Background: an optimization exercise with open tools, aiming at small area. Do not read the settings as production practice.
In this exercise RTL edits were held to simulation tests only and were not proved equivalent to the original.
Power is estimated from default activity; no workload was simulated.

// wspr_enc
module wspr_enc (
  input  wire       clk,
  input  wire       rst,       
  input  wire       we,        
  input  wire [7:0] addr,      
  input  wire [7:0] wdata,
  output reg  [7:0] rdata      
);
  localparam [31:0] POLY0 = 32'hF2D05351;
  localparam [31:0] POLY1 = 32'hE4613C47;
  localparam [161:0] SYNC = 162'b000110001101011000000011001010000011100010110011011100100100000100010101100011010010010101010110000101100010110011010000001010010000000111101001000111000100000011;
  localparam [1295:0] SRC_TAB = 1296'h55049e4d76258a39621194436c1b802f58079948712085345d0c8f3e67167b2a5201a15079288d3c651497466f1e83325b0a9c4b74238837600f92416a197e2d56059f4e77268b3a631295446d1c813059089a49722186355e0d903f68177c2b5302a04f78278c3b641396456e1d82315a099b4a732287365f0e914069187d2c54039d4c75248938611093426b1a7f2e57069847701f84335c0b8e3d66157a295100;
  localparam [21:0] K_T1  = 22'd4124224;    
  localparam [21:0] K_T2S = 22'd3485762;    
  localparam [21:0] K_T2P = 22'd65;
  localparam [21:0] K_T3  = 22'd63;
  localparam [31:0] SEEDC = 32'hDEADBF80;   
  localparam [2:0] PH_IDLE  = 3'd0,
                   PH_CHECK = 3'd1,
                   PH_NPASS = 3'd2,
                   PH_HINIT = 3'd3,
                   PH_HSTEP = 3'd4,
                   PH_MPASS = 3'd5,
                   PH_CLEAR = 3'd6,
                   PH_CONV  = 3'd7;
  localparam [2:0] E_NONE = 3'd0, E_CHAR = 3'd1, E_CALL = 3'd2, E_CMD = 3'd4;
  localparam [2:0] R0 = 3'd0, R1 = 3'd1, R10 = 3'd2, R18 = 3'd3,
                   R27 = 3'd4, R36 = 3'd5, R37 = 3'd6, R128 = 3'd7;
  localparam [2:0] D_VAL = 3'd0, D_PWR = 3'd1, D_SFX = 3'd2, D_K = 3'd3, D_HC = 3'd4;
  ...
For scale: ~410 flip-flops, about 0.023 mm2 of cells after synthesis.
make LEC_CHECK=0 ABC_AREA=1 CAP_MARGIN=20 CORE_MARGIN=2 CORE_UTILIZATION=40 CTS_BUF_LIST=sky130_fd_sc_hd__clkbuf_8 CTS_CLUSTER_DIAMETER=50 CTS_CLUSTER_SIZE=16 GPL_TIMING_DRIVEN=0 PLACE_DENSITY=0.6 SLEW_MARGIN=20 finish   # period 25.0 ns
run.sh (not shown) runs the stock make flow with config.mk's settings and CLKGATE_MAP_FILE= SYNTH_SCRIPT=/design/flow/synth_recipe.tcl, a recipe that flattens the netlist after the stock synthesis.
The first run went through all stages and came out clean.
Then changed:
==> flow/flow/run.sh (new file) <==
#!/bin/bash
# Standard layout, with clock tree synthesis told not to add dummy loads.
set -e
export CTS_ARGS="-sink_clustering_enable -repair_clock_nets -buf_list sky130_fd_sc_hd__clkbuf_4 -sink_clustering_size 8 -sink_clustering_max_diameter 40 -dont_use_dummy_load"
bash standard.sh > standard.log 2>&1
==> flow/standard.sh (new file) <==
#!/bin/bash
# synth_recipe.tcl (not shown) runs the flow's synth.tcl, then flattens the netlist and writes it again
# the make line also repeats each setting of config.mk as NAME=value (left out here)
make -C /OpenROAD-flow-scripts/flow DESIGN_CONFIG=/design/flow/config.mk WORK_HOME=/design/flow/orfs CLKGATE_MAP_FILE= SYNTH_SCRIPT=/design/flow/synth_recipe.tcl "${@:-finish}"
- CORE_UTILIZATION: 40 -> 65
- CTS_BUF_LIST: sky130_fd_sc_hd__clkbuf_8 -> default
- CTS_CLUSTER_DIAMETER: 50 -> default
- CTS_CLUSTER_SIZE: 16 -> default
- PLACE_DENSITY: 0.6 -> 0.75
removed: flow/run.sh
Flip-flop and latch count is unchanged; setup slack gains 0.64 ns; global-route usage rose by 16 points; power drops by 3.9%; wire length goes down by 4.3%.
Then changed:
==> flow/flow/run.sh (replaced) <==
#!/bin/bash
set -e
export PRE_GLOBAL_PLACE_TCL="$(pwd)/flow/rmbuf.tcl"
export CTS_ARGS="-sink_clustering_enable -repair_clock_nets -buf_list sky130_fd_sc_hd__clkbuf_4 -sink_clustering_size 8 -sink_clustering_max_diameter 40 -dont_use_dummy_load"
bash standard.sh > standard.log 2>&1
==> flow/flow/rmbuf.tcl (new file) <==
# Before global placement: take out the buffers synthesis left in the netlist
# (the standard flow does this only in its timing-driven placement mode).
remove_buffers
- CORE_UTILIZATION: 65 -> 40
- PLACE_DENSITY: 0.75 -> 0.6
Register-to-register slack loses 0.07 ns.
Total power shrinks by about 1.5%.
Cell count grows by about 8%.

-- port drivers added, routing unchanged --
The results above use ideal ports. As a check the final layouts listed here were re-extracted and re-timed, cells and wires unchanged.
Step 1: set_driving_cell puts a clkbuf_16 on clk and a buf_2 on each other input, an assumption about the parent block.
Step 2 adds t to the input delays and takes it off the output delays; t is the mean of the earliest and latest rising clock arrival at the registers after step 1. Input paths then give back, and output paths get back, about the clock's delay inside the block.
Three values: no drivers, after step 1, after step 2; two values: the first two.
| run | shift t [ns] | setup WS [ns] | pins driven straight from the clock port |
|---|---|---|---|
| the first run | 0.717 | 15.291 / 15.319 / 14.602 | 1 |
| the second run | 0.869 | 15.926 / 15.951 / 15.082 | 1 |
| the third run | 0.886 | 15.625 / 15.626 / 14.740 | 1 |
After both steps every run listed still meets setup and hold. The setup slack of the third run, which loses most, moves by +0.001 ns with the drivers and by -0.885 ns with both steps.
